This design comes from an exercise in tuning for small area, a short achievable clock period and few clock cycles per item on the open sky130 flow, not from production work. Function was checked by simulation only, so behaviour that the tests miss may differ from the original. Power and IR drop assume default switching activity.

==> flow/design.v (outline; a module is shown in full before it is edited, if it fits) <==
// module doppler_row: 922 lines
// module cacc: 20 lines
// module bmul_cs: 46 lines
// module benc: 18 lines
// module sqr_cs: 20 lines
// module csa_tree_9_37: 25 lines
// module csa_tree_9_32: 25 lines
// module csa_tree_23_46: 67 lines
// module csa_tree_7_32: 19 lines
module doppler_row (
  input  wire        clk,
  input  wire        rst,
  input  wire        in_valid,
  output wire        in_ready,
  input  wire [7:0]  in_data,
  output reg         out_valid,
  input  wire        out_ready,
  output reg  [15:0] out_db,
  output reg         out_last
);
  // ...
==> flow/run.sh <==
#!/bin/bash
# synth_recipe.tcl (not shown) runs the flow's synth.tcl, then flattens the netlist and writes it again
# the make line also repeats each setting of config.mk as NAME=value (left out here)
make -C /OpenROAD-flow-scripts/flow DESIGN_CONFIG=/design/flow/config.mk WORK_HOME=/design/flow/orfs CLKGATE_MAP_FILE= SYNTH_SCRIPT=/design/flow/synth_recipe.tcl finish
==> flow/config.mk <==
export PLATFORM = sky130hd
export DESIGN_NAME = doppler_row
export DESIGN_NICKNAME = doppler_row
export VERILOG_FILES = /design/flow/design.v
export SDC_FILE = /design/flow/constraint.sdc
export NUM_CORES = 4
export LEC_CHECK = 0
export CAP_MARGIN = 20
export CORE_MARGIN = 2
export CORE_UTILIZATION = 60
export CTS_BUF_LIST = sky130_fd_sc_hd__clkbuf_8
export SLEW_MARGIN = 20
==> flow/constraint.sdc <==
create_clock -name core_clock -period 12.0 [get_ports {clk}]
set_input_delay 2.4000 -clock core_clock [delete_from_list [all_inputs] [get_ports {clk}]]
set_output_delay 2.4000 -clock core_clock [all_outputs]
set_load 0.01 [all_outputs]
==> run_results.csv, run 1 <==
group,metric,value,unit
detailed_routing,antenna_left,0,
timing,fmax,216,MHz
final_layout,multi_input_area_share,44.9,%
logic_synthesis,synth-simple-area-share,8.47,%
final_layout,instances_no_fill,24500,
logic_synthesis,post_synth_num_cell_types,108,
detailed_routing,route.met3.wl,30200,um
grt,grt_pass1_vias,136000,
timing,setup_viol,0,
logic_synthesis,synth-xor-area-share,6.25,%
power_and_ir_drop,peakVddDrop,0.000122,V
clocking,postCtsSetupBuffers,0,
timing,whs,0.271,ns
run_status,status,"no timing/DRC/antenna violations",
grt,grtUsageTotal,27.9,%
logic_synthesis,synth_compound_area_share,8.01,%
logic_synthesis,synth_edf_count,1644,
detailed_routing,vias,135000,
final_layout,antenna_cells,12,
detailed_routing,drt_iter0_drc,10500,
setup_path,worst-setup-path-type,"reg -> reg",
setup_path,end_kind,"flop",
setup_path,path_buf_inv,4,
logic_synthesis,yosys.area.top_type,"dfxtp_1",
clocking,clockBufferDepth,4,
clocking,clk_pin_slew,0.06,ns
grt,grt_pass1_wl,807000,um
detailed_routing,highest_layer,"met5",
logic_synthesis,ys_ff_latch,4343,
clocking,postCtsResizedCells,0,
die,io_pins,31,
die,fp.coreArea,366000,um^2
power_and_ir_drop,comb_power_share,17.7,%
setup_path,crit_slowest_cell,"dfxtp_1",
grt,grt_use_met1,39.3,%
die,taps,4816,
Testbench counts, summed over its fixed seeds: cycles 13,656, windows 96.
==> module sqr_cs, before the edit <==
module sqr_cs (input wire [21:0] y, input wire [21:0] yn, input wire sg,
               output wire [45:0] s, output wire [45:0] c);
  wire [21:0] yd = ~yn;
  wire [23*46-1:0] rows;
  wire [45:0] diag;
  genvar i;
  generate
    for (i = 0; i < 22; i = i + 1) begin : d
      assign diag[2*i]   = y[i];
      assign diag[2*i+1] = 1'b0;
    end
    assign diag[45:44] = 2'b00;
    assign rows[45:0] = diag;
    for (i = 0; i < 21; i = i + 1) begin : x1
      assign rows[(i+2)*46-1:(i+1)*46] = y[i] ? (({24'd0, yd} >> (i+1)) << (2*i+2)) : 46'd0;
    end
    assign rows[23*46-1:22*46] = sg ? {23'd0, yd, 1'b1} : 46'd0;
  endgenerate
  csa_tree_23_46 u_t (.rows(rows), .s(s), .c(c));
endmodule
==> inputs of run 2 (changes only) <==
--- a/flow/design.v
+++ b/flow/design.v
@@ -449,32 +449,51 @@
   reg  [45:0] nrm;
   reg  [5:0]  lz;
   always @(*) begin
     nrm = pw;
     lz  = 6'd0;
     if (nrm[45:14] == 32'd0) begin nrm = nrm << 32; lz = lz + 6'd32; end
     if (nrm[45:30] == 16'd0) begin nrm = nrm << 16; lz = lz + 6'd16; end
     if (nrm[45:38] == 8'd0)  begin nrm = nrm << 8;  lz = lz + 6'd8;  end
-    if (nrm[45:42] == 4'd0)  begin nrm = nrm << 4;  lz = lz + 6'd4;  end
-    if (nrm[45:44] == 2'd0)  begin nrm = nrm << 2;  lz = lz + 6'd2;  end
-    if (nrm[45] == 1'b0)     begin nrm = nrm << 1;  lz = lz + 6'd1;  end
+  end
+  reg  [15:0] n1;
+  reg  [5:0]  n1_lz;
+  reg         n1_z, n1_v, n1_hi, n1_15, n1_b16;
+  always @(posedge clk) begin
+    if (rst) n1_v <= 1'b0;
+    else     n1_v <= d2_v;
+    n1     <= nrm[45:30];
+    n1_lz  <= lz;
+    n1_z   <= (pw == 46'd0);
+    n1_hi  <= d2_hi;
+    n1_15  <= d2_15;
+    n1_b16 <= d2_b16;
+  end
+  reg  [15:0] nrm2;
+  reg  [5:0]  lz2;
+  always @(*) begin
+    nrm2 = n1;
+    lz2  = n1_lz;
+    if (nrm2[15:12] == 4'd0) begin nrm2 = nrm2 << 4; lz2 = lz2 + 6'd4; end
+    if (nrm2[15:14] == 2'd0) begin nrm2 = nrm2 << 2; lz2 = lz2 + 6'd2; end
+    if (nrm2[15] == 1'b0)    begin nrm2 = nrm2 << 1; lz2 = lz2 + 6'd1; end
   end
   reg  [5:0]  d3_e;
   reg  [7:0]  d3_f;
   reg         d3_z, d3_v, d3_hi, d3_15, d3_b16;
   always @(posedge clk) begin
     if (rst) d3_v <= 1'b0;
-    else     d3_v <= d2_v;
-    d3_e   <= 6'd45 - lz;
-    d3_f   <= nrm[44:37];
-    d3_z   <= (pw == 46'd0);
-    d3_hi  <= d2_hi;
-    d3_15  <= d2_15;
-    d3_b16 <= d2_b16;
+    else     d3_v <= n1_v;
+    d3_e   <= 6'd45 - lz2;
+    d3_f   <= nrm2[14:7];
+    d3_z   <= n1_z;
+    d3_hi  <= n1_hi;
+    d3_15  <= n1_15;
+    d3_b16 <= n1_b16;
   end
   reg  [7:0]  log_f;
   reg  [13:0] l_q8;
   reg         l_z, l_v, l_hi, l_15, l_b16;
   always @(posedge clk) begin
     if (rst) l_v <= 1'b0;
     else     l_v <= d3_v;
     l_q8  <= {d3_e, log_f};
@@ -999,36 +1018,16 @@
         assign b0 = b[2*i-1];
       end
       assign bd[3*i]   = b1 ^ b0;
       assign bd[3*i+1] = (b2 ^ b1) & ~(b1 ^ b0);
       assign bd[3*i+2] = b2;
     end
   endgenerate
 endmodule
-module sqr_cs (input wire [21:0] y, input wire [21:0] yn, input wire sg,
-               output wire [45:0] s, output wire [45:0] c);
-  wire [21:0] yd = ~yn;
-  wire [23*46-1:0] rows;
-  wire [45:0] diag;
-  genvar i;
-  generate
-    for (i = 0; i < 22; i = i + 1) begin : d
-      assign diag[2*i]   = y[i];
-      assign diag[2*i+1] = 1'b0;
-    end
-    assign diag[45:44] = 2'b00;
-    assign rows[45:0] = diag;
-    for (i = 0; i < 21; i = i + 1) begin : x1
-      assign rows[(i+2)*46-1:(i+1)*46] = y[i] ? (({24'd0, yd} >> (i+1)) << (2*i+2)) : 46'd0;
-    end
-    assign rows[23*46-1:22*46] = sg ? {23'd0, yd, 1'b1} : 46'd0;
-  endgenerate
-  csa_tree_23_46 u_t (.rows(rows), .s(s), .c(c));
-endmodule
 module csa_tree_9_37 (input wire [332:0] rows, output wire [36:0] s, output wire [36:0] c);
   wire [36:0] l0_s0 = rows[36:0] ^ rows[73:37] ^ rows[110:74];
   wire [36:0] l0_c0m = (rows[36:0] & rows[73:37]) | (rows[36:0] & rows[110:74]) | (rows[73:37] & rows[110:74]);
   wire [36:0] l0_c0 = {l0_c0m[35:0], 1'b0};
   wire [36:0] l0_s1 = rows[147:111] ^ rows[184:148] ^ rows[221:185];
   wire [36:0] l0_c1m = (rows[147:111] & rows[184:148]) | (rows[147:111] & rows[221:185]) | (rows[184:148] & rows[221:185]);
   wire [36:0] l0_c1 = {l0_c1m[35:0], 1'b0};
   wire [36:0] l0_s2 = rows[258:222] ^ rows[295:259] ^ rows[332:296];
@@ -1069,83 +1068,16 @@
   wire [31:0] l2_c0m = (l1_s0 & l1_c0) | (l1_s0 & l1_s1) | (l1_c0 & l1_s1);
   wire [31:0] l2_c0 = {l2_c0m[30:0], 1'b0};
   wire [31:0] l3_s0 = l2_s0 ^ l2_c0 ^ l1_c1;
   wire [31:0] l3_c0m = (l2_s0 & l2_c0) | (l2_s0 & l1_c1) | (l2_c0 & l1_c1);
   wire [31:0] l3_c0 = {l3_c0m[30:0], 1'b0};
   assign s = l3_s0;
   assign c = l3_c0;
 endmodule
-module csa_tree_23_46 (input wire [1057:0] rows, output wire [45:0] s, output wire [45:0] c);
-  wire [45:0] l0_s0 = rows[45:0] ^ rows[91:46] ^ rows[137:92];
-  wire [45:0] l0_c0m = (rows[45:0] & rows[91:46]) | (rows[45:0] & rows[137:92]) | (rows[91:46] & rows[137:92]);
-  wire [45:0] l0_c0 = {l0_c0m[44:0], 1'b0};
-  wire [45:0] l0_s1 = rows[183:138] ^ rows[229:184] ^ rows[275:230];
-  wire [45:0] l0_c1m = (rows[183:138] & rows[229:184]) | (rows[183:138] & rows[275:230]) | (rows[229:184] & rows[275:230]);
-  wire [45:0] l0_c1 = {l0_c1m[44:0], 1'b0};
-  wire [45:0] l0_s2 = rows[321:276] ^ rows[367:322] ^ rows[413:368];
-  wire [45:0] l0_c2m = (rows[321:276] & rows[367:322]) | (rows[321:276] & rows[413:368]) | (rows[367:322] & rows[413:368]);
-  wire [45:0] l0_c2 = {l0_c2m[44:0], 1'b0};
-  wire [45:0] l0_s3 = rows[459:414] ^ rows[505:460] ^ rows[551:506];
-  wire [45:0] l0_c3m = (rows[459:414] & rows[505:460]) | (rows[459:414] & rows[551:506]) | (rows[505:460] & rows[551:506]);
-  wire [45:0] l0_c3 = {l0_c3m[44:0], 1'b0};
-  wire [45:0] l0_s4 = rows[597:552] ^ rows[643:598] ^ rows[689:644];
-  wire [45:0] l0_c4m = (rows[597:552] & rows[643:598]) | (rows[597:552] & rows[689:644]) | (rows[643:598] & rows[689:644]);
-  wire [45:0] l0_c4 = {l0_c4m[44:0], 1'b0};
-  wire [45:0] l0_s5 = rows[735:690] ^ rows[781:736] ^ rows[827:782];
-  wire [45:0] l0_c5m = (rows[735:690] & rows[781:736]) | (rows[735:690] & rows[827:782]) | (rows[781:736] & rows[827:782]);
-  wire [45:0] l0_c5 = {l0_c5m[44:0], 1'b0};
-  wire [45:0] l0_s6 = rows[873:828] ^ rows[919:874] ^ rows[965:920];
-  wire [45:0] l0_c6m = (rows[873:828] & rows[919:874]) | (rows[873:828] & rows[965:920]) | (rows[919:874] & rows[965:920]);
-  wire [45:0] l0_c6 = {l0_c6m[44:0], 1'b0};
-  wire [45:0] l1_s0 = l0_s0 ^ l0_c0 ^ l0_s1;
-  wire [45:0] l1_c0m = (l0_s0 & l0_c0) | (l0_s0 & l0_s1) | (l0_c0 & l0_s1);
-  wire [45:0] l1_c0 = {l1_c0m[44:0], 1'b0};
-  wire [45:0] l1_s1 = l0_c1 ^ l0_s2 ^ l0_c2;
-  wire [45:0] l1_c1m = (l0_c1 & l0_s2) | (l0_c1 & l0_c2) | (l0_s2 & l0_c2);
-  wire [45:0] l1_c1 = {l1_c1m[44:0], 1'b0};
-  wire [45:0] l1_s2 = l0_s3 ^ l0_c3 ^ l0_s4;
-  wire [45:0] l1_c2m = (l0_s3 & l0_c3) | (l0_s3 & l0_s4) | (l0_c3 & l0_s4);
-  wire [45:0] l1_c2 = {l1_c2m[44:0], 1'b0};
-  wire [45:0] l1_s3 = l0_c4 ^ l0_s5 ^ l0_c5;
-  wire [45:0] l1_c3m = (l0_c4 & l0_s5) | (l0_c4 & l0_c5) | (l0_s5 & l0_c5);
-  wire [45:0] l1_c3 = {l1_c3m[44:0], 1'b0};
-  wire [45:0] l1_s4 = l0_s6 ^ l0_c6 ^ rows[1011:966];
-  wire [45:0] l1_c4m = (l0_s6 & l0_c6) | (l0_s6 & rows[1011:966]) | (l0_c6 & rows[1011:966]);
-  wire [45:0] l1_c4 = {l1_c4m[44:0], 1'b0};
-  wire [45:0] l2_s0 = l1_s0 ^ l1_c0 ^ l1_s1;
-  wire [45:0] l2_c0m = (l1_s0 & l1_c0) | (l1_s0 & l1_s1) | (l1_c0 & l1_s1);
-  wire [45:0] l2_c0 = {l2_c0m[44:0], 1'b0};
-  wire [45:0] l2_s1 = l1_c1 ^ l1_s2 ^ l1_c2;
-  wire [45:0] l2_c1m = (l1_c1 & l1_s2) | (l1_c1 & l1_c2) | (l1_s2 & l1_c2);
-  wire [45:0] l2_c1 = {l2_c1m[44:0], 1'b0};
-  wire [45:0] l2_s2 = l1_s3 ^ l1_c3 ^ l1_s4;
-  wire [45:0] l2_c2m = (l1_s3 & l1_c3) | (l1_s3 & l1_s4) | (l1_c3 & l1_s4);
-  wire [45:0] l2_c2 = {l2_c2m[44:0], 1'b0};
-  wire [45:0] l3_s0 = l2_s0 ^ l2_c0 ^ l2_s1;
-  wire [45:0] l3_c0m = (l2_s0 & l2_c0) | (l2_s0 & l2_s1) | (l2_c0 & l2_s1);
-  wire [45:0] l3_c0 = {l3_c0m[44:0], 1'b0};
-  wire [45:0] l3_s1 = l2_c1 ^ l2_s2 ^ l2_c2;
-  wire [45:0] l3_c1m = (l2_c1 & l2_s2) | (l2_c1 & l2_c2) | (l2_s2 & l2_c2);
-  wire [45:0] l3_c1 = {l3_c1m[44:0], 1'b0};
-  wire [45:0] l4_s0 = l3_s0 ^ l3_c0 ^ l3_s1;
-  wire [45:0] l4_c0m = (l3_s0 & l3_c0) | (l3_s0 & l3_s1) | (l3_c0 & l3_s1);
-  wire [45:0] l4_c0 = {l4_c0m[44:0], 1'b0};
-  wire [45:0] l4_s1 = l3_c1 ^ l1_c4 ^ rows[1057:1012];
-  wire [45:0] l4_c1m = (l3_c1 & l1_c4) | (l3_c1 & rows[1057:1012]) | (l1_c4 & rows[1057:1012]);
-  wire [45:0] l4_c1 = {l4_c1m[44:0], 1'b0};
-  wire [45:0] l5_s0 = l4_s0 ^ l4_c0 ^ l4_s1;
-  wire [45:0] l5_c0m = (l4_s0 & l4_c0) | (l4_s0 & l4_s1) | (l4_c0 & l4_s1);
-  wire [45:0] l5_c0 = {l5_c0m[44:0], 1'b0};
-  wire [45:0] l6_s0 = l5_s0 ^ l5_c0 ^ l4_c1;
-  wire [45:0] l6_c0m = (l5_s0 & l5_c0) | (l5_s0 & l4_c1) | (l5_c0 & l4_c1);
-  wire [45:0] l6_c0 = {l6_c0m[44:0], 1'b0};
-  assign s = l6_s0;
-  assign c = l6_c0;
-endmodule
 module csa_tree_7_32 (input wire [223:0] rows, output wire [31:0] s, output wire [31:0] c);
   wire [31:0] l0_s0 = rows[31:0] ^ rows[63:32] ^ rows[95:64];
   wire [31:0] l0_c0m = (rows[31:0] & rows[63:32]) | (rows[31:0] & rows[95:64]) | (rows[63:32] & rows[95:64]);
   wire [31:0] l0_c0 = {l0_c0m[30:0], 1'b0};
   wire [31:0] l0_s1 = rows[127:96] ^ rows[159:128] ^ rows[191:160];
   wire [31:0] l0_c1m = (rows[127:96] & rows[159:128]) | (rows[127:96] & rows[191:160]) | (rows[159:128] & rows[191:160]);
   wire [31:0] l0_c1 = {l0_c1m[30:0], 1'b0};
   wire [31:0] l1_s0 = l0_s0 ^ l0_c0 ^ l0_s1;
@@ -1155,8 +1087,566 @@
   wire [31:0] l2_c0m = (l1_s0 & l1_c0) | (l1_s0 & l0_c1) | (l1_c0 & l0_c1);
   wire [31:0] l2_c0 = {l2_c0m[30:0], 1'b0};
   wire [31:0] l3_s0 = l2_s0 ^ l2_c0 ^ rows[223:192];
   wire [31:0] l3_c0m = (l2_s0 & l2_c0) | (l2_s0 & rows[223:192]) | (l2_c0 & rows[223:192]);
   wire [31:0] l3_c0 = {l3_c0m[30:0], 1'b0};
   assign s = l3_s0;
   assign c = l3_c0;
 endmodule
+module sqr_cs (input wire [21:0] y, input wire [21:0] yn, input wire sg,
+               output wire [45:0] s, output wire [45:0] c);
+  wire [21:0] yd = ~yn;
+  wire t1 = (y[0] & yd[15]) ^ (y[1] & yd[14]);
+  wire t2 = (y[0] & yd[15]) & (y[1] & yd[14]);
+  wire t3 = (y[0] & yd[16]) ^ (y[1] & yd[15]);
+  wire t4 = (y[0] & yd[16]) & (y[1] & yd[15]);
+  wire t5 = (y[0] & yd[17]) ^ (y[1] & yd[16]) ^ (y[2] & yd[15]);
+  wire t6 = ((y[0] & yd[17]) & (y[1] & yd[16])) | ((y[0] & yd[17]) & (y[2] & yd[15])) | ((y[1] & yd[16]) & (y[2] & yd[15]));
+  wire t7 = (y[3] & yd[14]) ^ (y[4] & yd[13]);
+  wire t8 = (y[3] & yd[14]) & (y[4] & yd[13]);
+  wire t9 = (y[0] & yd[18]) ^ (y[1] & yd[17]) ^ (y[2] & yd[16]);
+  wire t10 = ((y[0] & yd[18]) & (y[1] & yd[17])) | ((y[0] & yd[18]) & (y[2] & yd[16])) | ((y[1] & yd[17]) & (y[2] & yd[16]));
+  wire t11 = (y[3] & yd[15]) ^ (y[4] & yd[14]);
+  wire t12 = (y[3] & yd[15]) & (y[4] & yd[14]);
+  wire t13 = (y[0] & yd[19]) ^ (y[1] & yd[18]) ^ (y[2] & yd[17]);
+  wire t14 = ((y[0] & yd[19]) & (y[1] & yd[18])) | ((y[0] & yd[19]) & (y[2] & yd[17])) | ((y[1] & yd[18]) & (y[2] & yd[17]));
+  wire t15 = (y[3] & yd[16]) ^ (y[4] & yd[15]) ^ (y[5] & yd[14]);
+  wire t16 = ((y[3] & yd[16]) & (y[4] & yd[15])) | ((y[3] & yd[16]) & (y[5] & yd[14])) | ((y[4] & yd[15]) & (y[5] & yd[14]));
+  wire t17 = (y[6] & yd[13]) ^ (y[7] & yd[12]);
+  wire t18 = (y[6] & yd[13]) & (y[7] & yd[12]);
+  wire t19 = (y[0] & yd[20]) ^ (y[1] & yd[19]) ^ (y[2] & yd[18]);
+  wire t20 = ((y[0] & yd[20]) & (y[1] & yd[19])) | ((y[0] & yd[20]) & (y[2] & yd[18])) | ((y[1] & yd[19]) & (y[2] & yd[18]));
+  wire t21 = (y[3] & yd[17]) ^ (y[4] & yd[16]) ^ (y[5] & yd[15]);
+  wire t22 = ((y[3] & yd[17]) & (y[4] & yd[16])) | ((y[3] & yd[17]) & (y[5] & yd[15])) | ((y[4] & yd[16]) & (y[5] & yd[15]));
+  wire t23 = (y[6] & yd[14]) ^ (y[7] & yd[13]);
+  wire t24 = (y[6] & yd[14]) & (y[7] & yd[13]);
+  wire t25 = (y[0] & yd[21]) ^ (y[1] & yd[20]) ^ (y[2] & yd[19]);
+  wire t26 = ((y[0] & yd[21]) & (y[1] & yd[20])) | ((y[0] & yd[21]) & (y[2] & yd[19])) | ((y[1] & yd[20]) & (y[2] & yd[19]));
+  wire t27 = (y[3] & yd[18]) ^ (y[4] & yd[17]) ^ (y[5] & yd[16]);
+  wire t28 = ((y[3] & yd[18]) & (y[4] & yd[17])) | ((y[3] & yd[18]) & (y[5] & yd[16])) | ((y[4] & yd[17]) & (y[5] & yd[16]));
+  wire t29 = (y[6] & yd[15]) ^ (y[7] & yd[14]) ^ (y[8] & yd[13]);
+  wire t30 = ((y[6] & yd[15]) & (y[7] & yd[14])) | ((y[6] & yd[15]) & (y[8] & yd[13])) | ((y[7] & yd[14]) & (y[8] & yd[13]));
+  wire t31 = (y[9] & yd[12]) ^ (y[10] & yd[11]);
+  wire t32 = (y[9] & yd[12]) & (y[10] & yd[11]);
+  wire t33 = (y[1] & yd[21]) ^ (y[2] & yd[20]) ^ (y[3] & yd[19]);
+  wire t34 = ((y[1] & yd[21]) & (y[2] & yd[20])) | ((y[1] & yd[21]) & (y[3] & yd[19])) | ((y[2] & yd[20]) & (y[3] & yd[19]));
+  wire t35 = (y[4] & yd[18]) ^ (y[5] & yd[17]) ^ (y[6] & yd[16]);
+  wire t36 = ((y[4] & yd[18]) & (y[5] & yd[17])) | ((y[4] & yd[18]) & (y[6] & yd[16])) | ((y[5] & yd[17]) & (y[6] & yd[16]));
+  wire t37 = (y[7] & yd[15]) ^ (y[8] & yd[14]);
+  wire t38 = (y[7] & yd[15]) & (y[8] & yd[14]);
+  wire t39 = (y[2] & yd[21]) ^ (y[3] & yd[20]) ^ (y[4] & yd[19]);
+  wire t40 = ((y[2] & yd[21]) & (y[3] & yd[20])) | ((y[2] & yd[21]) & (y[4] & yd[19])) | ((y[3] & yd[20]) & (y[4] & yd[19]));
+  wire t41 = (y[5] & yd[18]) ^ (y[6] & yd[17]) ^ (y[7] & yd[16]);
+  wire t42 = ((y[5] & yd[18]) & (y[6] & yd[17])) | ((y[5] & yd[18]) & (y[7] & yd[16])) | ((y[6] & yd[17]) & (y[7] & yd[16]));
+  wire t43 = (y[8] & yd[15]) ^ (y[9] & yd[14]);
+  wire t44 = (y[8] & yd[15]) & (y[9] & yd[14]);
+  wire t45 = (y[3] & yd[21]) ^ (y[4] & yd[20]) ^ (y[5] & yd[19]);
+  wire t46 = ((y[3] & yd[21]) & (y[4] & yd[20])) | ((y[3] & yd[21]) & (y[5] & yd[19])) | ((y[4] & yd[20]) & (y[5] & yd[19]));
+  wire t47 = (y[6] & yd[18]) ^ (y[7] & yd[17]);
+  wire t48 = (y[6] & yd[18]) & (y[7] & yd[17]);
+  wire t49 = (y[4] & yd[21]) ^ (y[5] & yd[20]) ^ (y[6] & yd[19]);
+  wire t50 = ((y[4] & yd[21]) & (y[5] & yd[20])) | ((y[4] & yd[21]) & (y[6] & yd[19])) | ((y[5] & yd[20]) & (y[6] & yd[19]));
+  wire t51 = (y[7] & yd[18]) ^ (y[8] & yd[17]);
+  wire t52 = (y[7] & yd[18]) & (y[8] & yd[17]);
+  wire t53 = (y[5] & yd[21]) ^ (y[6] & yd[20]);
+  wire t54 = (y[5] & yd[21]) & (y[6] & yd[20]);
+  wire t55 = (y[6] & yd[21]) ^ (y[7] & yd[20]);
+  wire t56 = (y[6] & yd[21]) & (y[7] & yd[20]);
+  wire t57 = (y[0] & yd[9]) ^ (y[1] & yd[8]);
+  wire t58 = (y[0] & yd[9]) & (y[1] & yd[8]);
+  wire t59 = (y[0] & yd[10]) ^ (y[1] & yd[9]);
+  wire t60 = (y[0] & yd[10]) & (y[1] & yd[9]);
+  wire t61 = (y[0] & yd[11]) ^ (y[1] & yd[10]) ^ (y[2] & yd[9]);
+  wire t62 = ((y[0] & yd[11]) & (y[1] & yd[10])) | ((y[0] & yd[11]) & (y[2] & yd[9])) | ((y[1] & yd[10]) & (y[2] & yd[9]));
+  wire t63 = (y[3] & yd[8]) ^ (y[4] & yd[7]);
+  wire t64 = (y[3] & yd[8]) & (y[4] & yd[7]);
+  wire t65 = (y[0] & yd[12]) ^ (y[1] & yd[11]) ^ (y[2] & yd[10]);
+  wire t66 = ((y[0] & yd[12]) & (y[1] & yd[11])) | ((y[0] & yd[12]) & (y[2] & yd[10])) | ((y[1] & yd[11]) & (y[2] & yd[10]));
+  wire t67 = (y[3] & yd[9]) ^ (y[4] & yd[8]);
+  wire t68 = (y[3] & yd[9]) & (y[4] & yd[8]);
+  wire t69 = (y[0] & yd[13]) ^ (y[1] & yd[12]) ^ (y[2] & yd[11]);
+  wire t70 = ((y[0] & yd[13]) & (y[1] & yd[12])) | ((y[0] & yd[13]) & (y[2] & yd[11])) | ((y[1] & yd[12]) & (y[2] & yd[11]));
+  wire t71 = (y[3] & yd[10]) ^ (y[4] & yd[9]) ^ (y[5] & yd[8]);
+  wire t72 = ((y[3] & yd[10]) & (y[4] & yd[9])) | ((y[3] & yd[10]) & (y[5] & yd[8])) | ((y[4] & yd[9]) & (y[5] & yd[8]));
+  wire t73 = (y[6] & yd[7]) ^ y[7];
+  wire t74 = (y[6] & yd[7]) & y[7];
+  wire t75 = (y[0] & yd[14]) ^ (y[1] & yd[13]) ^ (y[2] & yd[12]);
+  wire t76 = ((y[0] & yd[14]) & (y[1] & yd[13])) | ((y[0] & yd[14]) & (y[2] & yd[12])) | ((y[1] & yd[13]) & (y[2] & yd[12]));
+  wire t77 = (y[3] & yd[11]) ^ (y[4] & yd[10]) ^ (y[5] & yd[9]);
+  wire t78 = ((y[3] & yd[11]) & (y[4] & yd[10])) | ((y[3] & yd[11]) & (y[5] & yd[9])) | ((y[4] & yd[10]) & (y[5] & yd[9]));
+  wire t79 = (y[6] & yd[8]) ^ (sg & yd[14]);
+  wire t80 = (y[6] & yd[8]) & (sg & yd[14]);
+  wire t81 = (y[2] & yd[13]) ^ (y[3] & yd[12]) ^ (y[4] & yd[11]);
+  wire t82 = ((y[2] & yd[13]) & (y[3] & yd[12])) | ((y[2] & yd[13]) & (y[4] & yd[11])) | ((y[3] & yd[12]) & (y[4] & yd[11]));
+  wire t83 = (y[5] & yd[10]) ^ (y[6] & yd[9]) ^ (y[7] & yd[8]);
+  wire t84 = ((y[5] & yd[10]) & (y[6] & yd[9])) | ((y[5] & yd[10]) & (y[7] & yd[8])) | ((y[6] & yd[9]) & (y[7] & yd[8]));
+  wire t85 = y[8] ^ (sg & yd[15]) ^ t1;
+  wire t86 = (y[8] & (sg & yd[15])) | (y[8] & t1) | ((sg & yd[15]) & t1);
+  wire t87 = (y[2] & yd[14]) ^ (y[3] & yd[13]) ^ (y[4] & yd[12]);
+  wire t88 = ((y[2] & yd[14]) & (y[3] & yd[13])) | ((y[2] & yd[14]) & (y[4] & yd[12])) | ((y[3] & yd[13]) & (y[4] & yd[12]));
+  wire t89 = (y[5] & yd[11]) ^ (y[6] & yd[10]) ^ (y[7] & yd[9]);
+  wire t90 = ((y[5] & yd[11]) & (y[6] & yd[10])) | ((y[5] & yd[11]) & (y[7] & yd[9])) | ((y[6] & yd[10]) & (y[7] & yd[9]));
+  wire t91 = (sg & yd[16]) ^ t2 ^ t3;
+  wire t92 = ((sg & yd[16]) & t2) | ((sg & yd[16]) & t3) | (t2 & t3);
+  wire t93 = (y[5] & yd[12]) ^ (y[6] & yd[11]) ^ (y[7] & yd[10]);
+  wire t94 = ((y[5] & yd[12]) & (y[6] & yd[11])) | ((y[5] & yd[12]) & (y[7] & yd[10])) | ((y[6] & yd[11]) & (y[7] & yd[10]));
+  wire t95 = (y[8] & yd[9]) ^ y[9] ^ (sg & yd[17]);
+  wire t96 = ((y[8] & yd[9]) & y[9]) | ((y[8] & yd[9]) & (sg & yd[17])) | (y[9] & (sg & yd[17]));
+  wire t97 = t4 ^ t5 ^ t7;
+  wire t98 = (t4 & t5) | (t4 & t7) | (t5 & t7);
+  wire t99 = (y[5] & yd[13]) ^ (y[6] & yd[12]) ^ (y[7] & yd[11]);
+  wire t100 = ((y[5] & yd[13]) & (y[6] & yd[12])) | ((y[5] & yd[13]) & (y[7] & yd[11])) | ((y[6] & yd[12]) & (y[7] & yd[11]));
+  wire t101 = (y[8] & yd[10]) ^ (sg & yd[18]) ^ t6;
+  wire t102 = ((y[8] & yd[10]) & (sg & yd[18])) | ((y[8] & yd[10]) & t6) | ((sg & yd[18]) & t6);
+  wire t103 = t8 ^ t9 ^ t11;
+  wire t104 = (t8 & t9) | (t8 & t11) | (t9 & t11);
+  wire t105 = (y[8] & yd[11]) ^ (y[9] & yd[10]) ^ y[10];
+  wire t106 = ((y[8] & yd[11]) & (y[9] & yd[10])) | ((y[8] & yd[11]) & y[10]) | ((y[9] & yd[10]) & y[10]);
+  wire t107 = (sg & yd[19]) ^ t10 ^ t12;
+  wire t108 = ((sg & yd[19]) & t10) | ((sg & yd[19]) & t12) | (t10 & t12);
+  wire t109 = t13 ^ t15 ^ t17;
+  wire t110 = (t13 & t15) | (t13 & t17) | (t15 & t17);
+  wire t111 = (y[8] & yd[12]) ^ (y[9] & yd[11]) ^ (sg & yd[20]);
+  wire t112 = ((y[8] & yd[12]) & (y[9] & yd[11])) | ((y[8] & yd[12]) & (sg & yd[20])) | ((y[9] & yd[11]) & (sg & yd[20]));
+  wire t113 = t14 ^ t16 ^ t18;
+  wire t114 = (t14 & t16) | (t14 & t18) | (t16 & t18);
+  wire t115 = t19 ^ t21 ^ t23;
+  wire t116 = (t19 & t21) | (t19 & t23) | (t21 & t23);
+  wire t117 = y[11] ^ (sg & yd[21]) ^ t20;
+  wire t118 = (y[11] & (sg & yd[21])) | (y[11] & t20) | ((sg & yd[21]) & t20);
+  wire t119 = t22 ^ t24 ^ t25;
+  wire t120 = (t22 & t24) | (t22 & t25) | (t24 & t25);
+  wire t121 = t27 ^ t29 ^ t31;
+  wire t122 = (t27 & t29) | (t27 & t31) | (t29 & t31);
+  wire t123 = (y[9] & yd[13]) ^ (y[10] & yd[12]) ^ t26;
+  wire t124 = ((y[9] & yd[13]) & (y[10] & yd[12])) | ((y[9] & yd[13]) & t26) | ((y[10] & yd[12]) & t26);
+  wire t125 = t28 ^ t30 ^ t32;
+  wire t126 = (t28 & t30) | (t28 & t32) | (t30 & t32);
+  wire t127 = t33 ^ t35 ^ t37;
+  wire t128 = (t33 & t35) | (t33 & t37) | (t35 & t37);
+  wire t129 = (y[10] & yd[13]) ^ (y[11] & yd[12]) ^ y[12];
+  wire t130 = ((y[10] & yd[13]) & (y[11] & yd[12])) | ((y[10] & yd[13]) & y[12]) | ((y[11] & yd[12]) & y[12]);
+  wire t131 = t34 ^ t36 ^ t38;
+  wire t132 = (t34 & t36) | (t34 & t38) | (t36 & t38);
+  wire t133 = t39 ^ t41 ^ t43;
+  wire t134 = (t39 & t41) | (t39 & t43) | (t41 & t43);
+  wire t135 = (y[8] & yd[16]) ^ (y[9] & yd[15]) ^ (y[10] & yd[14]);
+  wire t136 = ((y[8] & yd[16]) & (y[9] & yd[15])) | ((y[8] & yd[16]) & (y[10] & yd[14])) | ((y[9] & yd[15]) & (y[10] & yd[14]));
+  wire t137 = (y[11] & yd[13]) ^ t40 ^ t42;
+  wire t138 = ((y[11] & yd[13]) & t40) | ((y[11] & yd[13]) & t42) | (t40 & t42);
+  wire t139 = t44 ^ t45 ^ t47;
+  wire t140 = (t44 & t45) | (t44 & t47) | (t45 & t47);
+  wire t141 = (y[9] & yd[16]) ^ (y[10] & yd[15]) ^ (y[11] & yd[14]);
+  wire t142 = ((y[9] & yd[16]) & (y[10] & yd[15])) | ((y[9] & yd[16]) & (y[11] & yd[14])) | ((y[10] & yd[15]) & (y[11] & yd[14]));
+  wire t143 = (y[12] & yd[13]) ^ y[13] ^ t46;
+  wire t144 = ((y[12] & yd[13]) & y[13]) | ((y[12] & yd[13]) & t46) | (y[13] & t46);
+  wire t145 = t48 ^ t49 ^ t51;
+  wire t146 = (t48 & t49) | (t48 & t51) | (t49 & t51);
+  wire t147 = (y[7] & yd[19]) ^ (y[8] & yd[18]) ^ (y[9] & yd[17]);
+  wire t148 = ((y[7] & yd[19]) & (y[8] & yd[18])) | ((y[7] & yd[19]) & (y[9] & yd[17])) | ((y[8] & yd[18]) & (y[9] & yd[17]));
+  wire t149 = (y[10] & yd[16]) ^ (y[11] & yd[15]) ^ (y[12] & yd[14]);
+  wire t150 = ((y[10] & yd[16]) & (y[11] & yd[15])) | ((y[10] & yd[16]) & (y[12] & yd[14])) | ((y[11] & yd[15]) & (y[12] & yd[14]));
+  wire t151 = t50 ^ t52 ^ t53;
+  wire t152 = (t50 & t52) | (t50 & t53) | (t52 & t53);
+  wire t153 = (y[8] & yd[19]) ^ (y[9] & yd[18]) ^ (y[10] & yd[17]);
+  wire t154 = ((y[8] & yd[19]) & (y[9] & yd[18])) | ((y[8] & yd[19]) & (y[10] & yd[17])) | ((y[9] & yd[18]) & (y[10] & yd[17]));
+  wire t155 = (y[11] & yd[16]) ^ (y[12] & yd[15]) ^ (y[13] & yd[14]);
+  wire t156 = ((y[11] & yd[16]) & (y[12] & yd[15])) | ((y[11] & yd[16]) & (y[13] & yd[14])) | ((y[12] & yd[15]) & (y[13] & yd[14]));
+  wire t157 = y[14] ^ t54 ^ t55;
+  wire t158 = (y[14] & t54) | (y[14] & t55) | (t54 & t55);
+  wire t159 = (y[7] & yd[21]) ^ (y[8] & yd[20]) ^ (y[9] & yd[19]);
+  wire t160 = ((y[7] & yd[21]) & (y[8] & yd[20])) | ((y[7] & yd[21]) & (y[9] & yd[19])) | ((y[8] & yd[20]) & (y[9] & yd[19]));
+  wire t161 = (y[10] & yd[18]) ^ (y[11] & yd[17]) ^ (y[12] & yd[16]);
+  wire t162 = ((y[10] & yd[18]) & (y[11] & yd[17])) | ((y[10] & yd[18]) & (y[12] & yd[16])) | ((y[11] & yd[17]) & (y[12] & yd[16]));
+  wire t163 = (y[13] & yd[15]) ^ t56;
+  wire t164 = (y[13] & yd[15]) & t56;
+  wire t165 = (y[8] & yd[21]) ^ (y[9] & yd[20]) ^ (y[10] & yd[19]);
+  wire t166 = ((y[8] & yd[21]) & (y[9] & yd[20])) | ((y[8] & yd[21]) & (y[10] & yd[19])) | ((y[9] & yd[20]) & (y[10] & yd[19]));
+  wire t167 = (y[11] & yd[18]) ^ (y[12] & yd[17]) ^ (y[13] & yd[16]);
+  wire t168 = ((y[11] & yd[18]) & (y[12] & yd[17])) | ((y[11] & yd[18]) & (y[13] & yd[16])) | ((y[12] & yd[17]) & (y[13] & yd[16]));
+  wire t169 = (y[14] & yd[15]) ^ y[15];
+  wire t170 = (y[14] & yd[15]) & y[15];
+  wire t171 = (y[9] & yd[21]) ^ (y[10] & yd[20]) ^ (y[11] & yd[19]);
+  wire t172 = ((y[9] & yd[21]) & (y[10] & yd[20])) | ((y[9] & yd[21]) & (y[11] & yd[19])) | ((y[10] & yd[20]) & (y[11] & yd[19]));
+  wire t173 = (y[12] & yd[18]) ^ (y[13] & yd[17]);
+  wire t174 = (y[12] & yd[18]) & (y[13] & yd[17]);
+  wire t175 = (y[10] & yd[21]) ^ (y[11] & yd[20]) ^ (y[12] & yd[19]);
+  wire t176 = ((y[10] & yd[21]) & (y[11] & yd[20])) | ((y[10] & yd[21]) & (y[12] & yd[19])) | ((y[11] & yd[20]) & (y[12] & yd[19]));
+  wire t177 = (y[13] & yd[18]) ^ (y[14] & yd[17]);
+  wire t178 = (y[13] & yd[18]) & (y[14] & yd[17]);
+  wire t179 = (y[11] & yd[21]) ^ (y[12] & yd[20]);
+  wire t180 = (y[11] & yd[21]) & (y[12] & yd[20]);
+  wire t181 = (y[12] & yd[21]) ^ (y[13] & yd[20]);
+  wire t182 = (y[12] & yd[21]) & (y[13] & yd[20]);
+  wire t183 = (y[0] & yd[5]) ^ (y[1] & yd[4]);
+  wire t184 = (y[0] & yd[5]) & (y[1] & yd[4]);
+  wire t185 = (y[0] & yd[6]) ^ (y[1] & yd[5]);
+  wire t186 = (y[0] & yd[6]) & (y[1] & yd[5]);
+  wire t187 = (y[0] & yd[7]) ^ (y[1] & yd[6]) ^ (y[2] & yd[5]);
+  wire t188 = ((y[0] & yd[7]) & (y[1] & yd[6])) | ((y[0] & yd[7]) & (y[2] & yd[5])) | ((y[1] & yd[6]) & (y[2] & yd[5]));
+  wire t189 = (y[3] & yd[4]) ^ y[4];
+  wire t190 = (y[3] & yd[4]) & y[4];
+  wire t191 = (y[0] & yd[8]) ^ (y[1] & yd[7]) ^ (y[2] & yd[6]);
+  wire t192 = ((y[0] & yd[8]) & (y[1] & yd[7])) | ((y[0] & yd[8]) & (y[2] & yd[6])) | ((y[1] & yd[7]) & (y[2] & yd[6]));
+  wire t193 = (y[3] & yd[5]) ^ (sg & yd[8]);
+  wire t194 = (y[3] & yd[5]) & (sg & yd[8]);
+  wire t195 = (y[2] & yd[7]) ^ (y[3] & yd[6]) ^ (y[4] & yd[5]);
+  wire t196 = ((y[2] & yd[7]) & (y[3] & yd[6])) | ((y[2] & yd[7]) & (y[4] & yd[5])) | ((y[3] & yd[6]) & (y[4] & yd[5]));
+  wire t197 = y[5] ^ (sg & yd[9]) ^ t57;
+  wire t198 = (y[5] & (sg & yd[9])) | (y[5] & t57) | ((sg & yd[9]) & t57);
+  wire t199 = (y[2] & yd[8]) ^ (y[3] & yd[7]) ^ (y[4] & yd[6]);
+  wire t200 = ((y[2] & yd[8]) & (y[3] & yd[7])) | ((y[2] & yd[8]) & (y[4] & yd[6])) | ((y[3] & yd[7]) & (y[4] & yd[6]));
+  wire t201 = (sg & yd[10]) ^ t58 ^ t59;
+  wire t202 = ((sg & yd[10]) & t58) | ((sg & yd[10]) & t59) | (t58 & t59);
+  wire t203 = (y[5] & yd[6]) ^ y[6] ^ (sg & yd[11]);
+  wire t204 = ((y[5] & yd[6]) & y[6]) | ((y[5] & yd[6]) & (sg & yd[11])) | (y[6] & (sg & yd[11]));
+  wire t205 = t60 ^ t61 ^ t63;
+  wire t206 = (t60 & t61) | (t60 & t63) | (t61 & t63);
+  wire t207 = (y[5] & yd[7]) ^ (sg & yd[12]) ^ t62;
+  wire t208 = ((y[5] & yd[7]) & (sg & yd[12])) | ((y[5] & yd[7]) & t62) | ((sg & yd[12]) & t62);
+  wire t209 = t64 ^ t65 ^ t67;
+  wire t210 = (t64 & t65) | (t64 & t67) | (t65 & t67);
+  wire t211 = (sg & yd[13]) ^ t66 ^ t68;
+  wire t212 = ((sg & yd[13]) & t66) | ((sg & yd[13]) & t68) | (t66 & t68);
+  wire t213 = t69 ^ t71 ^ t73;
+  wire t214 = (t69 & t71) | (t69 & t73) | (t71 & t73);
+  wire t215 = t70 ^ t72 ^ t74;
+  wire t216 = (t70 & t72) | (t70 & t74) | (t72 & t74);
+  wire t217 = t75 ^ t77 ^ t79;
+  wire t218 = (t75 & t77) | (t75 & t79) | (t77 & t79);
+  wire t219 = t76 ^ t78 ^ t80;
+  wire t220 = (t76 & t78) | (t76 & t80) | (t78 & t80);
+  wire t221 = t81 ^ t83 ^ t85;
+  wire t222 = (t81 & t83) | (t81 & t85) | (t83 & t85);
+  wire t223 = t82 ^ t84 ^ t86;
+  wire t224 = (t82 & t84) | (t82 & t86) | (t84 & t86);
+  wire t225 = t87 ^ t89 ^ t91;
+  wire t226 = (t87 & t89) | (t87 & t91) | (t89 & t91);
+  wire t227 = t88 ^ t90 ^ t92;
+  wire t228 = (t88 & t90) | (t88 & t92) | (t90 & t92);
+  wire t229 = t93 ^ t95 ^ t97;
+  wire t230 = (t93 & t95) | (t93 & t97) | (t95 & t97);
+  wire t231 = t94 ^ t96 ^ t98;
+  wire t232 = (t94 & t96) | (t94 & t98) | (t96 & t98);
+  wire t233 = t99 ^ t101 ^ t103;
+  wire t234 = (t99 & t101) | (t99 & t103) | (t101 & t103);
+  wire t235 = t100 ^ t102 ^ t104;
+  wire t236 = (t100 & t102) | (t100 & t104) | (t102 & t104);
+  wire t237 = t105 ^ t107 ^ t109;
+  wire t238 = (t105 & t107) | (t105 & t109) | (t107 & t109);
+  wire t239 = t106 ^ t108 ^ t110;
+  wire t240 = (t106 & t108) | (t106 & t110) | (t108 & t110);
+  wire t241 = t111 ^ t113 ^ t115;
+  wire t242 = (t111 & t113) | (t111 & t115) | (t113 & t115);
+  wire t243 = t112 ^ t114 ^ t116;
+  wire t244 = (t112 & t114) | (t112 & t116) | (t114 & t116);
+  wire t245 = t117 ^ t119 ^ t121;
+  wire t246 = (t117 & t119) | (t117 & t121) | (t119 & t121);
+  wire t247 = t118 ^ t120 ^ t122;
+  wire t248 = (t118 & t120) | (t118 & t122) | (t120 & t122);
+  wire t249 = t123 ^ t125 ^ t127;
+  wire t250 = (t123 & t125) | (t123 & t127) | (t125 & t127);
+  wire t251 = t124 ^ t126 ^ t128;
+  wire t252 = (t124 & t126) | (t124 & t128) | (t126 & t128);
+  wire t253 = t129 ^ t131 ^ t133;
+  wire t254 = (t129 & t131) | (t129 & t133) | (t131 & t133);
+  wire t255 = t130 ^ t132 ^ t134;
+  wire t256 = (t130 & t132) | (t130 & t134) | (t132 & t134);
+  wire t257 = t135 ^ t137 ^ t139;
+  wire t258 = (t135 & t137) | (t135 & t139) | (t137 & t139);
+  wire t259 = t136 ^ t138 ^ t140;
+  wire t260 = (t136 & t138) | (t136 & t140) | (t138 & t140);
+  wire t261 = t141 ^ t143 ^ t145;
+  wire t262 = (t141 & t143) | (t141 & t145) | (t143 & t145);
+  wire t263 = t142 ^ t144 ^ t146;
+  wire t264 = (t142 & t144) | (t142 & t146) | (t144 & t146);
+  wire t265 = t147 ^ t149 ^ t151;
+  wire t266 = (t147 & t149) | (t147 & t151) | (t149 & t151);
+  wire t267 = t148 ^ t150 ^ t152;
+  wire t268 = (t148 & t150) | (t148 & t152) | (t150 & t152);
+  wire t269 = t153 ^ t155 ^ t157;
+  wire t270 = (t153 & t155) | (t153 & t157) | (t155 & t157);
+  wire t271 = t154 ^ t156 ^ t158;
+  wire t272 = (t154 & t156) | (t154 & t158) | (t156 & t158);
+  wire t273 = t159 ^ t161 ^ t163;
+  wire t274 = (t159 & t161) | (t159 & t163) | (t161 & t163);
+  wire t275 = t160 ^ t162 ^ t164;
+  wire t276 = (t160 & t162) | (t160 & t164) | (t162 & t164);
+  wire t277 = t165 ^ t167 ^ t169;
+  wire t278 = (t165 & t167) | (t165 & t169) | (t167 & t169);
+  wire t279 = (y[14] & yd[16]) ^ t166 ^ t168;
+  wire t280 = ((y[14] & yd[16]) & t166) | ((y[14] & yd[16]) & t168) | (t166 & t168);
+  wire t281 = t170 ^ t171 ^ t173;
+  wire t282 = (t170 & t171) | (t170 & t173) | (t171 & t173);
+  wire t283 = (y[15] & yd[16]) ^ y[16] ^ t172;
+  wire t284 = ((y[15] & yd[16]) & y[16]) | ((y[15] & yd[16]) & t172) | (y[16] & t172);
+  wire t285 = t174 ^ t175 ^ t177;
+  wire t286 = (t174 & t175) | (t174 & t177) | (t175 & t177);
+  wire t287 = (y[13] & yd[19]) ^ (y[14] & yd[18]) ^ (y[15] & yd[17]);
+  wire t288 = ((y[13] & yd[19]) & (y[14] & yd[18])) | ((y[13] & yd[19]) & (y[15] & yd[17])) | ((y[14] & yd[18]) & (y[15] & yd[17]));
+  wire t289 = t176 ^ t178 ^ t179;
+  wire t290 = (t176 & t178) | (t176 & t179) | (t178 & t179);
+  wire t291 = (y[14] & yd[19]) ^ (y[15] & yd[18]) ^ (y[16] & yd[17]);
+  wire t292 = ((y[14] & yd[19]) & (y[15] & yd[18])) | ((y[14] & yd[19]) & (y[16] & yd[17])) | ((y[15] & yd[18]) & (y[16] & yd[17]));
+  wire t293 = y[17] ^ t180 ^ t181;
+  wire t294 = (y[17] & t180) | (y[17] & t181) | (t180 & t181);
+  wire t295 = (y[13] & yd[21]) ^ (y[14] & yd[20]) ^ (y[15] & yd[19]);
+  wire t296 = ((y[13] & yd[21]) & (y[14] & yd[20])) | ((y[13] & yd[21]) & (y[15] & yd[19])) | ((y[14] & yd[20]) & (y[15] & yd[19]));
+  wire t297 = (y[16] & yd[18]) ^ t182;
+  wire t298 = (y[16] & yd[18]) & t182;
+  wire t299 = (y[14] & yd[21]) ^ (y[15] & yd[20]) ^ (y[16] & yd[19]);
+  wire t300 = ((y[14] & yd[21]) & (y[15] & yd[20])) | ((y[14] & yd[21]) & (y[16] & yd[19])) | ((y[15] & yd[20]) & (y[16] & yd[19]));
+  wire t301 = (y[17] & yd[18]) ^ y[18];
+  wire t302 = (y[17] & yd[18]) & y[18];
+  wire t303 = (y[15] & yd[21]) ^ (y[16] & yd[20]);
+  wire t304 = (y[15] & yd[21]) & (y[16] & yd[20]);
+  wire t305 = (y[16] & yd[21]) ^ (y[17] & yd[20]);
+  wire t306 = (y[16] & yd[21]) & (y[17] & yd[20]);
+  wire t307 = (y[0] & yd[3]) ^ (y[1] & yd[2]);
+  wire t308 = (y[0] & yd[3]) & (y[1] & yd[2]);
+  wire t309 = (y[0] & yd[4]) ^ (y[1] & yd[3]);
+  wire t310 = (y[0] & yd[4]) & (y[1] & yd[3]);
+  wire t311 = (y[2] & yd[3]) ^ y[3] ^ (sg & yd[5]);
+  wire t312 = ((y[2] & yd[3]) & y[3]) | ((y[2] & yd[3]) & (sg & yd[5])) | (y[3] & (sg & yd[5]));
+  wire t313 = (y[2] & yd[4]) ^ (sg & yd[6]) ^ t184;
+  wire t314 = ((y[2] & yd[4]) & (sg & yd[6])) | ((y[2] & yd[4]) & t184) | ((sg & yd[6]) & t184);
+  wire t315 = (sg & yd[7]) ^ t186 ^ t187;
+  wire t316 = ((sg & yd[7]) & t186) | ((sg & yd[7]) & t187) | (t186 & t187);
+  wire t317 = t188 ^ t190 ^ t191;
+  wire t318 = (t188 & t190) | (t188 & t191) | (t190 & t191);
+  wire t319 = t192 ^ t194 ^ t195;
+  wire t320 = (t192 & t194) | (t192 & t195) | (t194 & t195);
+  wire t321 = t196 ^ t198 ^ t199;
+  wire t322 = (t196 & t198) | (t196 & t199) | (t198 & t199);
+  wire t323 = t200 ^ t202 ^ t203;
+  wire t324 = (t200 & t202) | (t200 & t203) | (t202 & t203);
+  wire t325 = t204 ^ t206 ^ t207;
+  wire t326 = (t204 & t206) | (t204 & t207) | (t206 & t207);
+  wire t327 = t208 ^ t210 ^ t211;
+  wire t328 = (t208 & t210) | (t208 & t211) | (t210 & t211);
+  wire t329 = t212 ^ t214 ^ t215;
+  wire t330 = (t212 & t214) | (t212 & t215) | (t214 & t215);
+  wire t331 = t216 ^ t218 ^ t219;
+  wire t332 = (t216 & t218) | (t216 & t219) | (t218 & t219);
+  wire t333 = t220 ^ t222 ^ t223;
+  wire t334 = (t220 & t222) | (t220 & t223) | (t222 & t223);
+  wire t335 = t224 ^ t226 ^ t227;
+  wire t336 = (t224 & t226) | (t224 & t227) | (t226 & t227);
+  wire t337 = t228 ^ t230 ^ t231;
+  wire t338 = (t228 & t230) | (t228 & t231) | (t230 & t231);
+  wire t339 = t232 ^ t234 ^ t235;
+  wire t340 = (t232 & t234) | (t232 & t235) | (t234 & t235);
+  wire t341 = t236 ^ t238 ^ t239;
+  wire t342 = (t236 & t238) | (t236 & t239) | (t238 & t239);
+  wire t343 = t240 ^ t242 ^ t243;
+  wire t344 = (t240 & t242) | (t240 & t243) | (t242 & t243);
+  wire t345 = t244 ^ t246 ^ t247;
+  wire t346 = (t244 & t246) | (t244 & t247) | (t246 & t247);
+  wire t347 = t248 ^ t250 ^ t251;
+  wire t348 = (t248 & t250) | (t248 & t251) | (t250 & t251);
+  wire t349 = t252 ^ t254 ^ t255;
+  wire t350 = (t252 & t254) | (t252 & t255) | (t254 & t255);
+  wire t351 = t256 ^ t258 ^ t259;
+  wire t352 = (t256 & t258) | (t256 & t259) | (t258 & t259);
+  wire t353 = t260 ^ t262 ^ t263;
+  wire t354 = (t260 & t262) | (t260 & t263) | (t262 & t263);
+  wire t355 = t264 ^ t266 ^ t267;
+  wire t356 = (t264 & t266) | (t264 & t267) | (t266 & t267);
+  wire t357 = t268 ^ t270 ^ t271;
+  wire t358 = (t268 & t270) | (t268 & t271) | (t270 & t271);
+  wire t359 = t272 ^ t274 ^ t275;
+  wire t360 = (t272 & t274) | (t272 & t275) | (t274 & t275);
+  wire t361 = t276 ^ t278 ^ t279;
+  wire t362 = (t276 & t278) | (t276 & t279) | (t278 & t279);
+  wire t363 = t280 ^ t282 ^ t283;
+  wire t364 = (t280 & t282) | (t280 & t283) | (t282 & t283);
+  wire t365 = t284 ^ t286 ^ t287;
+  wire t366 = (t284 & t286) | (t284 & t287) | (t286 & t287);
+  wire t367 = t288 ^ t290 ^ t291;
+  wire t368 = (t288 & t290) | (t288 & t291) | (t290 & t291);
+  wire t369 = t292 ^ t294 ^ t295;
+  wire t370 = (t292 & t294) | (t292 & t295) | (t294 & t295);
+  wire t371 = t296 ^ t298 ^ t299;
+  wire t372 = (t296 & t298) | (t296 & t299) | (t298 & t299);
+  wire t373 = (y[17] & yd[19]) ^ t300 ^ t302;
+  wire t374 = ((y[17] & yd[19]) & t300) | ((y[17] & yd[19]) & t302) | (t300 & t302);
+  wire t375 = (y[18] & yd[19]) ^ y[19] ^ t304;
+  wire t376 = ((y[18] & yd[19]) & y[19]) | ((y[18] & yd[19]) & t304) | (y[19] & t304);
+  wire t377 = (y[17] & yd[21]) ^ (y[18] & yd[20]);
+  wire t378 = (y[17] & yd[21]) & (y[18] & yd[20]);
+  wire t379 = (y[18] & yd[21]) ^ (y[19] & yd[20]);
+  wire t380 = (y[18] & yd[21]) & (y[19] & yd[20]);
+  wire t381 = (y[0] & yd[1]) ^ y[1];
+  wire t382 = (y[0] & yd[1]) & y[1];
+  wire t383 = (y[0] & yd[2]) ^ (sg & yd[2]);
+  wire t384 = (y[0] & yd[2]) & (sg & yd[2]);
+  wire t385 = y[2] ^ (sg & yd[3]) ^ t307;
+  wire t386 = (y[2] & (sg & yd[3])) | (y[2] & t307) | ((sg & yd[3]) & t307);
+  wire t387 = (sg & yd[4]) ^ t308 ^ t309;
+  wire t388 = ((sg & yd[4]) & t308) | ((sg & yd[4]) & t309) | (t308 & t309);
+  wire t389 = t183 ^ t310 ^ t311;
+  wire t390 = (t183 & t310) | (t183 & t311) | (t310 & t311);
+  wire t391 = t185 ^ t312 ^ t313;
+  wire t392 = (t185 & t312) | (t185 & t313) | (t312 & t313);
+  wire t393 = t189 ^ t314 ^ t315;
+  wire t394 = (t189 & t314) | (t189 & t315) | (t314 & t315);
+  wire t395 = t193 ^ t316 ^ t317;
+  wire t396 = (t193 & t316) | (t193 & t317) | (t316 & t317);
+  wire t397 = t197 ^ t318 ^ t319;
+  wire t398 = (t197 & t318) | (t197 & t319) | (t318 & t319);
+  wire t399 = t201 ^ t320 ^ t321;
+  wire t400 = (t201 & t320) | (t201 & t321) | (t320 & t321);
+  wire t401 = t205 ^ t322 ^ t323;
+  wire t402 = (t205 & t322) | (t205 & t323) | (t322 & t323);
+  wire t403 = t209 ^ t324 ^ t325;
+  wire t404 = (t209 & t324) | (t209 & t325) | (t324 & t325);
+  wire t405 = t213 ^ t326 ^ t327;
+  wire t406 = (t213 & t326) | (t213 & t327) | (t326 & t327);
+  wire t407 = t217 ^ t328 ^ t329;
+  wire t408 = (t217 & t328) | (t217 & t329) | (t328 & t329);
+  wire t409 = t221 ^ t330 ^ t331;
+  wire t410 = (t221 & t330) | (t221 & t331) | (t330 & t331);
+  wire t411 = t225 ^ t332 ^ t333;
+  wire t412 = (t225 & t332) | (t225 & t333) | (t332 & t333);
+  wire t413 = t229 ^ t334 ^ t335;
+  wire t414 = (t229 & t334) | (t229 & t335) | (t334 & t335);
+  wire t415 = t233 ^ t336 ^ t337;
+  wire t416 = (t233 & t336) | (t233 & t337) | (t336 & t337);
+  wire t417 = t237 ^ t338 ^ t339;
+  wire t418 = (t237 & t338) | (t237 & t339) | (t338 & t339);
+  wire t419 = t241 ^ t340 ^ t341;
+  wire t420 = (t241 & t340) | (t241 & t341) | (t340 & t341);
+  wire t421 = t245 ^ t342 ^ t343;
+  wire t422 = (t245 & t342) | (t245 & t343) | (t342 & t343);
+  wire t423 = t249 ^ t344 ^ t345;
+  wire t424 = (t249 & t344) | (t249 & t345) | (t344 & t345);
+  wire t425 = t253 ^ t346 ^ t347;
+  wire t426 = (t253 & t346) | (t253 & t347) | (t346 & t347);
+  wire t427 = t257 ^ t348 ^ t349;
+  wire t428 = (t257 & t348) | (t257 & t349) | (t348 & t349);
+  wire t429 = t261 ^ t350 ^ t351;
+  wire t430 = (t261 & t350) | (t261 & t351) | (t350 & t351);
+  wire t431 = t265 ^ t352 ^ t353;
+  wire t432 = (t265 & t352) | (t265 & t353) | (t352 & t353);
+  wire t433 = t269 ^ t354 ^ t355;
+  wire t434 = (t269 & t354) | (t269 & t355) | (t354 & t355);
+  wire t435 = t273 ^ t356 ^ t357;
+  wire t436 = (t273 & t356) | (t273 & t357) | (t356 & t357);
+  wire t437 = t277 ^ t358 ^ t359;
+  wire t438 = (t277 & t358) | (t277 & t359) | (t358 & t359);
+  wire t439 = t281 ^ t360 ^ t361;
+  wire t440 = (t281 & t360) | (t281 & t361) | (t360 & t361);
+  wire t441 = t285 ^ t362 ^ t363;
+  wire t442 = (t285 & t362) | (t285 & t363) | (t362 & t363);
+  wire t443 = t289 ^ t364 ^ t365;
+  wire t444 = (t289 & t364) | (t289 & t365) | (t364 & t365);
+  wire t445 = t293 ^ t366 ^ t367;
+  wire t446 = (t293 & t366) | (t293 & t367) | (t366 & t367);
+  wire t447 = t297 ^ t368 ^ t369;
+  wire t448 = (t297 & t368) | (t297 & t369) | (t368 & t369);
+  wire t449 = t301 ^ t370 ^ t371;
+  wire t450 = (t301 & t370) | (t301 & t371) | (t370 & t371);
+  wire t451 = t303 ^ t372 ^ t373;
+  wire t452 = (t303 & t372) | (t303 & t373) | (t372 & t373);
+  wire t453 = t305 ^ t374 ^ t375;
+  wire t454 = (t305 & t374) | (t305 & t375) | (t374 & t375);
+  wire t455 = t306 ^ t376 ^ t377;
+  wire t456 = (t306 & t376) | (t306 & t377) | (t376 & t377);
+  wire t457 = y[20] ^ t378 ^ t379;
+  wire t458 = (y[20] & t378) | (y[20] & t379) | (t378 & t379);
+  wire t459 = (y[19] & yd[21]) ^ t380;
+  wire t460 = (y[19] & yd[21]) & t380;
+  wire t461 = (y[20] & yd[21]) ^ y[21];
+  wire t462 = (y[20] & yd[21]) & y[21];
+  assign s[0] = y[0];
+  assign c[0] = sg;
+  assign s[1] = (sg & yd[0]);
+  assign c[1] = 1'b0;
+  assign s[2] = (sg & yd[1]);
+  assign c[2] = t381;
+  assign s[3] = t382;
+  assign c[3] = t383;
+  assign s[4] = t384;
+  assign c[4] = t385;
+  assign s[5] = t386;
+  assign c[5] = t387;
+  assign s[6] = t388;
+  assign c[6] = t389;
+  assign s[7] = t390;
+  assign c[7] = t391;
+  assign s[8] = t392;
+  assign c[8] = t393;
+  assign s[9] = t394;
+  assign c[9] = t395;
+  assign s[10] = t396;
+  assign c[10] = t397;
+  assign s[11] = t398;
+  assign c[11] = t399;
+  assign s[12] = t400;
+  assign c[12] = t401;
+  assign s[13] = t402;
+  assign c[13] = t403;
+  assign s[14] = t404;
+  assign c[14] = t405;
+  assign s[15] = t406;
+  assign c[15] = t407;
+  assign s[16] = t408;
+  assign c[16] = t409;
+  assign s[17] = t410;
+  assign c[17] = t411;
+  assign s[18] = t412;
+  assign c[18] = t413;
+  assign s[19] = t414;
+  assign c[19] = t415;
+  assign s[20] = t416;
+  assign c[20] = t417;
+  assign s[21] = t418;
+  assign c[21] = t419;
+  assign s[22] = t420;
+  assign c[22] = t421;
+  assign s[23] = t422;
+  assign c[23] = t423;
+  assign s[24] = t424;
+  assign c[24] = t425;
+  assign s[25] = t426;
+  assign c[25] = t427;
+  assign s[26] = t428;
+  assign c[26] = t429;
+  assign s[27] = t430;
+  assign c[27] = t431;
+  assign s[28] = t432;
+  assign c[28] = t433;
+  assign s[29] = t434;
+  assign c[29] = t435;
+  assign s[30] = t436;
+  assign c[30] = t437;
+  assign s[31] = t438;
+  assign c[31] = t439;
+  assign s[32] = t440;
+  assign c[32] = t441;
+  assign s[33] = t442;
+  assign c[33] = t443;
+  assign s[34] = t444;
+  assign c[34] = t445;
+  assign s[35] = t446;
+  assign c[35] = t447;
+  assign s[36] = t448;
+  assign c[36] = t449;
+  assign s[37] = t450;
+  assign c[37] = t451;
+  assign s[38] = t452;
+  assign c[38] = t453;
+  assign s[39] = t454;
+  assign c[39] = t455;
+  assign s[40] = t456;
+  assign c[40] = t457;
+  assign s[41] = t458;
+  assign c[41] = t459;
+  assign s[42] = t460;
+  assign c[42] = t461;
+  assign s[43] = t462;
+  assign c[43] = 1'b0;
+  assign s[44] = 1'b0;
+  assign c[44] = 1'b0;
+  assign s[45] = 1'b0;
+  assign c[45] = 1'b0;
+endmodule
==> flow/config.mk (replaced) <==
export PLATFORM = sky130hd
export DESIGN_NAME = doppler_row
export DESIGN_NICKNAME = doppler_row
export VERILOG_FILES = /design/flow/design.v
export SDC_FILE = /design/flow/constraint.sdc
export NUM_CORES = 4
export LEC_CHECK = 0
export CAP_MARGIN = 20
export CORE_MARGIN = 2
export CORE_UTILIZATION = 60
export SLEW_MARGIN = 20
==> run 2 against run 1 <==
  * Sequential power about the same
  * Die area is 0.48% lower
  * Maximum frequency is 2.8% higher
  * Global-route usage shrank 0.78 points
  * Design area down 0.15%
  * Clock skew shrank 0.036 ns
  * Non-clock buffer count shrank 18
  * Sequential share of layout area increased by 0.26 points
  * Critical endpoint is now sp_v0[15]
  * Combinational power fell by 5.1%
  * Highest routed layer unchanged
  * Register-to-register slack improved by 0.13 ns
  * Wire length is 3.4% lower
  * Worst hold slack improved by 0.048 ns
  * Critical path type unchanged
==> run_results.csv, run 2 <==
group,metric,value,unit
grt,antenna_found_initial,23,
setup_path,path_buf_inv,0,
grt,overflow,0,
die,die_h,609,um
clocking,htreeDepth,5,
timing,tightest_slew,1.27,ns
logic_synthesis,post_synth_num_cell_types,88,
timing,setup_viol,0,
setup_path,end_kind,"flop",
final_layout,largest_register_ffs,1054,
setup_path,crit_slowest_cell,"edfxtp_1",
die,fp.coreArea,365000,um^2
logic_synthesis,avgSynthCellArea,11.5,um^2
logic_synthesis,ys_ff_latch,4366,
detailed_routing,dr.pass1.iters,7,
setup_path,cp-start-kind,"flop",
min_path,holdPathStages,0,
clocking,clockRootBuffer,"clkbuf_16",
clocking,clockBufferDepth,4,
die,start_util,60.2,%
setup_path,critPathArrivalTime,5.21,ns
run_status,status,"no timing/DRC/antenna violations",
setup_path,crit_family,"compound AO/OA/AOI/OAI gates",
final_layout,syn_to_final_growth,8.92,%
logic_synthesis,ys_top_cells_by_count,"dfxtp_1, inv_1, nand2_1",
grt,grt_pass1_wl,786000,um
timing,fmax,223,MHz
power_and_ir_drop,leakage,96.7,nW
placement,port_buffers,30,
detailed_routing,route.detailed.drc,0,
timing,min_period,4.49,ns
min_path,hold_start,"d3_e[3]",
detailed_routing,viasPerCell,5.52,
timing,drv_slew,0,
setup_path,required,12.72,ns
logic_synthesis,syn-num-nets,21700,
power_and_ir_drop,cellPowerDensity,156,nW/um^2
clocking,cts_sinks,4366,
timing,rsz0062_at_grt,"no",
final_layout,fin_nets,21300,
logic_synthesis,ys.flop_type,"dfxtp_1",
logic_synthesis,seq_area_frac_synth,47.3,%
detailed_routing,wl_per_cell,21.0,um
min_path,holdPathEnd,"l_q8[11]",
setup_path,cp_max_fo,8,
clocking,cts_buffers,440,
grt,grt_pass1_vias,133000,
final_layout,final_common_cell,"dfxtp_1",
setup_path,path_cells,"fa_1 > ha_1 > fa_1 > a21o_1 > a21oi_1 > o21bai_1 > a21oi_1 > o21bai_1 > a21oi_1 > o21bai_1 > a21oi_1 > o21bai_1 > a21oi_1 > nor4b_1 > or3_1",
clocking,clock_latency,0.99,ns
final_layout,final_layout_size_suffix_gt1_share,10.7,%
die,io_pins,31,
setup_path,crit_path_frequent_cell,"a21oi_1",
die,die_width,609,um
logic_synthesis,yosysWarnings,61,
setup_path,reg2reg_depth,15,
timing,relSlewSlack,14.9,%
timing,finalHoldViolCount,0,
logic_synthesis,synthCells,19200,
die,dieArea,371000,um^2
final_layout,fillCellCount,28400,
final_layout,multiInputGateArea,106000,um^2
die,rows,222,
placement,place_congestion,0.950,
clocking,postCtsResizedCells,0,
grt,grt_max_degree,175,
power_and_ir_drop,peakVddDrop,0.000131,V
run,maxCapViolCount,0,
logic_synthesis,async_reset_ff_share,0,%
clocking,clk_pin_slew,0.06,ns
setup_path,worst-setup-path-type,"reg -> reg",
power_and_ir_drop,totalPowerFinal,37.4,mW
logic_synthesis,synth_edf_count,1644,
logic_synthesis,yosys.cell_count.top_type,"dfxtp_1",
logic_synthesis,synth_top_area_share,24.8,%
detailed_routing,vias,133000,
clocking,postCtsSetupBuffers,0,
detailed_routing,antenna_left,0,
detailed_routing,drt_iter0_drc,10100,
logic_synthesis,synth_top_cells_by_area,"dfxtp_1, edfxtp_1, fa_1",
grt,grtUsageTotal,27.1,%
timing,finalCritPeriodShare,37.4,%
setup_path,reg2reg_to,"sp_v0[15]",
detailed_routing,routed_wl,506000,um
logic_synthesis,synth_area,220000,um^2
clocking,cts_hold_buf,0,
setup_path,rrSetupSlack,7.51,ns
min_path,hp-class,"reg -> reg",
timing,setup_tns,0,ns
timing,fin_worst_skew,0.0811,ns
setup_path,r2r_start,"stg[31][1]",
final_layout,ff_latch_area,104000,um^2
final_layout,final_cell_mix,"dfxtp_1, inv_1, nand2_1",
setup_path,slowest_delay,0.54,ns
final_layout,regMostFlops,"stg",
clocking,cts_tree,"built",
logic_synthesis,yosys.area.top_type,"dfxtp_1",
placement,dp_hpwl,366000,um
==> run 2: changes by cell type after synthesis, moves of 23 or more <==
cell     before   now
ha_1       1282  1159
nand2_1    1565  1677
a21oi_1     582   548
nor2_1      692   744
inv_1      1619  1694
dfxtp_1    2699  2722
xnor2_1     849   763
xor2_1      726   797
o21ai_0     975  1002
nor2b_1     720   650
==> run 2: per-stage QoR <==
step                      util, %  instances  hold WS (ns)  area [um^2]  worst slack (ns)
after floorplan                 -      19200         0.310       220000              4.06
final                        65.6      24100         0.319       239000              7.51
after global routing         65.6      24000         0.320       239000              7.10
after detailed placement     61.3      23200         0.312       224000              7.13
after CTS                    65.5      24000         0.324       239000              7.52
after global placement       61.3      23200         0.310       224000              7.04
==> run 2: area by class of cell <==
class                      instances  area share [%]
multi-input combinational      12100            44.2
sequential                      4366            43.4
clock buffer                     598            5.21
inverter                        1712            2.69
tap                             4816            2.52
clock inverter                   233            1.21
timing repair buffer             200           0.706
antenna                            8         0.00837
==> run 2: worst max-delay path by stage <==
stage	from	slack, ns	to	cells past startpoint
floorplan	wp_w	4.06	stg[0][0]	0
global placement	out_ready	7.04	lfree[2]	11
detailed placement	out_ready	7.13	lfree[2]	11
CTS	wp_s[8]	7.52	stg[61][16]	14
global route	sv_j0	7.10	pw[44]	16
finish	stg[31][1]	7.51	sp_v0[15]	15
==> run 2: cells by family after synthesis <==
kind of cell | after synthesis | synth area share (%)
AND/OR/NAND/NOR | 4048 | 8.66
XOR/XNOR | 1560 | 6.22
adder cells (fa/ha/maj) | 2501 | 18.8
flip-flops | 4366 | 47.3
multiplexers | 1240 | 6.54
buffers and inverters | 2696 | 4.61
AO/OA/AOI/OAI | 2771 | 7.90
==> run 2: routing by layer <==
| metal | GRT usage, % | up-vias | wire [um] |
|---|---|---|---|
| met1 | 37.8 | 65100 | 227000 |
| met5 | 0 | - | 110 |
| met3 | 3.90 | 765 | 27900 |
| met4 | 9.40 | 16 | 18600 |
| li1 | - | 63600 | - |
| met2 | 43.6 | 3312 | 233000 |
==> run 2: power by group <==
group,leakage (nW),switching [mW],internal (mW)
Sequential,36.3,0.532,16.5
Clock,7.47,5.97,8.29
Combinational,52.9,3.36,2.72
Testbench counts of run 2, summed over its fixed seeds: cycles 13,664, windows 96.

Setup slack of run 2, layout unchanged: 7.506 ns with ideal ports, 7.506 ns with driving cells assumed (clock clkbuf_16, inputs buf_2), 7.126 ns with port delays also shifted by the 1.075 ns mid clock arrival.
